This is an optimization exercise on Yosys and OpenROAD, whose aim is small area, not a production implementation.
At most, simulation tests tie the RTL to the original design; equivalence was not proved.
Power is estimated from default activity; no workload was simulated.

==> flow/design.v (excerpt) <==
module pse_synth #(
    parameter integer SAMPLE_RATE_HZ = 48000,
    parameter integer GROUP_DEPTH    = 8
) (
    input  wire        clk,
    input  wire        rst,
    input  wire        cmd_valid,
    output wire        cmd_ready,
    input  wire [63:0] cmd_data,
    input  wire        strobe,
    output wire [7:0]  sample_out,
    output wire        rsp_valid,
    output wire [31:0] rsp_data
);
    localparam [3:0] OP_NOP        = 4'd0;
    localparam [3:0] OP_SET_FREQ   = 4'd1;
    localparam [3:0] OP_SET_DUTY   = 4'd2;
    localparam [3:0] OP_SET_KIND   = 4'd3;
    localparam [3:0] OP_SET_OUTEN  = 4'd4;
    localparam [3:0] OP_SET_ATTACK = 4'd5;
    localparam [3:0] OP_SET_DECAY  = 4'd6;
    localparam [3:0] OP_SET_SUST   = 4'd7;
    localparam [3:0] OP_SET_REL    = 4'd8;
    localparam [3:0] OP_NOTE_ON    = 4'd9;
    localparam [3:0] OP_NOTE_OFF   = 4'd10;
    localparam [3:0] OP_ENV_UPDATE = 4'd11;
    localparam [3:0] OP_READ       = 4'd12;
    localparam [3:0] OP_CLR_STATUS = 4'd13;
    localparam [3:0] OP_BAD        = 4'd14;
    localparam [2:0] ST_IDLE    = 3'd0;
    localparam [2:0] ST_ATTACK  = 3'd1;
    localparam [2:0] ST_DECAY   = 3'd2;
    localparam [2:0] ST_SUSTAIN = 3'd3;
    localparam [2:0] ST_RELEASE = 3'd4;
    localparam [2:0] S_CLR    = 3'd0;    
    localparam [2:0] S_IDLE   = 3'd1;    
    localparam [2:0] S_WAIT   = 3'd2;    
    localparam [2:0] S_RUN    = 3'd3;    
    localparam [2:0] S_DRAIN  = 3'd4;    
    localparam [2:0] S_COMMIT = 3'd5;    
    localparam [2:0] E_SUM  = 3'd0;      
    localparam [2:0] E_CMP  = 3'd1;      
    localparam [2:0] E_ZERO = 3'd2;      
    localparam [2:0] E_MUL  = 3'd3;      
    localparam [2:0] E_DIV  = 3'd4;      
    localparam [2:0] E_FIN  = 3'd5;      
    localparam [16:0] ONE = 17'd65536;
    reg  [5:0] bc;
    reg  [2:0] slot;
    wire       bc0  = (bc == 6'd0);
    wire       bc32 = (bc == 6'd32);
    always @(posedge clk) begin
  ...
Size in the first run: roughly 2,900 cells after synthesis, about 700 flip-flops, about 110 I/O pins.
Settings: LEC_CHECK=0, CAP_MARGIN=0, CORE_MARGIN=2, CORE_UTILIZATION=50, SLEW_MARGIN=0; clock period 14.0 ns.
standard.sh (not shown) runs the stock make flow with config.mk's settings and CLKGATE_MAP_FILE= SYNTH_SCRIPT=/design/flow/synth_recipe.tcl, a recipe that flattens the netlist after the stock synthesis.
==> flow/flow/run.sh <==
#!/bin/bash
set -euo pipefail
export BUFFER_PORTS_ARGS="-buffer_cell sky130_fd_sc_hd__buf_1"
export CTS_ARGS="-sink_clustering_enable -repair_clock_nets -sink_clustering_size 10 -sink_clustering_max_diameter 40 -buf_list sky130_fd_sc_hd__clkbuf_4 -dont_use_dummy_load"
bash standard.sh > standard.log 2>&1
==> next run, changes <==
==> flow/flow/run.sh (replaced) <==
#!/bin/bash
set -euo pipefail
export BUFFER_PORTS_ARGS="-buffer_cell sky130_fd_sc_hd__buf_1"
export CTS_ARGS="-sink_clustering_enable -repair_clock_nets -sink_clustering_size 20 -sink_clustering_max_diameter 60 -buf_list sky130_fd_sc_hd__clkbuf_8 -dont_use_dummy_load"
bash standard.sh > standard.log 2>&1
Result:
- utilization went down by 0.17 points
- cell area went down slightly
- wire length went down slightly
- sequential cell count does not change
- area after synthesis stays the same
- maximum frequency barely changes
- power went down slightly
- via count went down slightly

---

## job 9143
Another version of the RTL of pse_synth (not shown whole).
Size: ~2,800 cells after synthesis, roughly 700 flip-flops, ~110 I/O pins.
export LEC_CHECK = 0
export CAP_MARGIN = 0
export CORE_MARGIN = 2
export CORE_UTILIZATION = 50
export SLEW_MARGIN = 0
create_clock -name core_clock -period 14.0 [get_ports {clk}]
==> flow/flow/run.sh <==
#!/bin/bash
set -euo pipefail
export BUFFER_PORTS_ARGS="-buffer_cell sky130_fd_sc_hd__buf_1"
export CTS_ARGS="-sink_clustering_enable -repair_clock_nets -sink_clustering_size 20 -sink_clustering_max_diameter 60 -buf_list sky130_fd_sc_hd__clkbuf_8 -dont_use_dummy_load"
bash standard.sh > standard.log 2>&1
Having completed the whole flow, job 9143 delivered a layout that passed the timing, DRC and antenna checks.
Changes in job 7976 relative to job 9143:
Settings: a change of CORE_UTILIZATION from 50 to 65.
Notes after the runs:
| total power | job 7976 vs job 9143 | about 0.3% higher |
Diff job 9143 -> job 7976: worst setup slack up 0.066 ns, number of placed instances, taps included down about 5%, first-pass iteration count of the detailed router rose 1.

---

== before ==
Another version of the RTL of pse_synth (not shown whole).
Size in the first run: roughly 2900 cells after synthesis, ~710 flip-flops.
## pse_synth
module pse_synth #(
    parameter integer SAMPLE_RATE_HZ = 48000,
    parameter integer GROUP_DEPTH    = 8
) (
    input  wire        clk,
    input  wire        rst,
    input  wire        cmd_valid,
    output wire        cmd_ready,
    input  wire [63:0] cmd_data,
    input  wire        strobe,
    output wire [7:0]  sample_out,
    output wire        rsp_valid,
    output wire [31:0] rsp_data
);
Settings: LEC_CHECK=0, CAP_MARGIN=0, CORE_MARGIN=2, CORE_UTILIZATION=50, CTS_BUF_LIST=sky130_fd_sc_hd__clkbuf_2 sky130_fd_sc_hd__clkbuf_4 sky130_fd_sc_hd__clkbuf_8, SLEW_MARGIN=0; clock period 14.0 ns.
run.sh (not shown) runs the stock make flow with config.mk's settings and CLKGATE_MAP_FILE= SYNTH_SCRIPT=/design/flow/synth_recipe.tcl, a recipe that flattens the netlist after the stock synthesis.
Stock flow here: none of the scripts above is used.
What after does differently from before at the input level:
- CTS_BUF_LIST: sky130_fd_sc_hd__clkbuf_2 sky130_fd_sc_hd__clkbuf_4 sky130_fd_sc_hd__clkbuf_8 -> sky130_fd_sc_hd__clkbuf_4
Results
Global-route wire length before repair up about 1.5% in after wrt before
[compare] base=before new=after: global routing usage on met1 down 0.36 points; max-cap violation count stayed essentially flat; count of routing violations after the opening detailed-route iteration increased 60; H-tree depth reported by CTS increased 1; biggest cell delay along the critical path held.
From before to after the numbers moved as follows: global-route usage went up by 0.49 points, via count of the routed design went up by 2.3%.
No functional check of the RTL was part of any run of this note.

==> separate check: timing with driven ports <==
Ports are ideal in the flow. The routed layouts listed here were re-timed in OpenROAD.
Step 1 sets driving cells, clkbuf_16 on the clock port and buf_2 on the other inputs (assumed; they add their load-dependent delay and slew).
Step 2, shift: input delay + t, output delay - t, t = (earliest + latest rising clock arrival at the registers) / 2. This alone moves slack from input paths to output paths.
Three values: ideal ports, drivers, drivers and shift; two values: the first two.
| run | shift t [ns] | setup WS [ns] | worst setup path after step 2 |
|---|---|---|---|
| the first run of note 1 | 0.897 | 1.198 / 1.198 / 1.198 | register to register |
| the second run of note 1 | 0.697 | 1.176 / 1.176 / 1.176 | register to register |
| job 9143 | 0.689 | 0.346 / 0.334 / -0.355 | input to register |
| job 7976 | 0.697 | 0.412 / 0.429 / -0.268 | input to register |
| before | 0.786 | 1.212 / 1.212 / 1.212 | register to register |
| after | 1.063 | 1.184 / 1.184 / 1.184 | register to register |
With both steps, setup timing fails in job 9143 and job 7976, where it was met with ideal ports. The setup slack of job 9143, which loses most, moves by -0.012 ns with the drivers and by -0.701 ns with both steps.
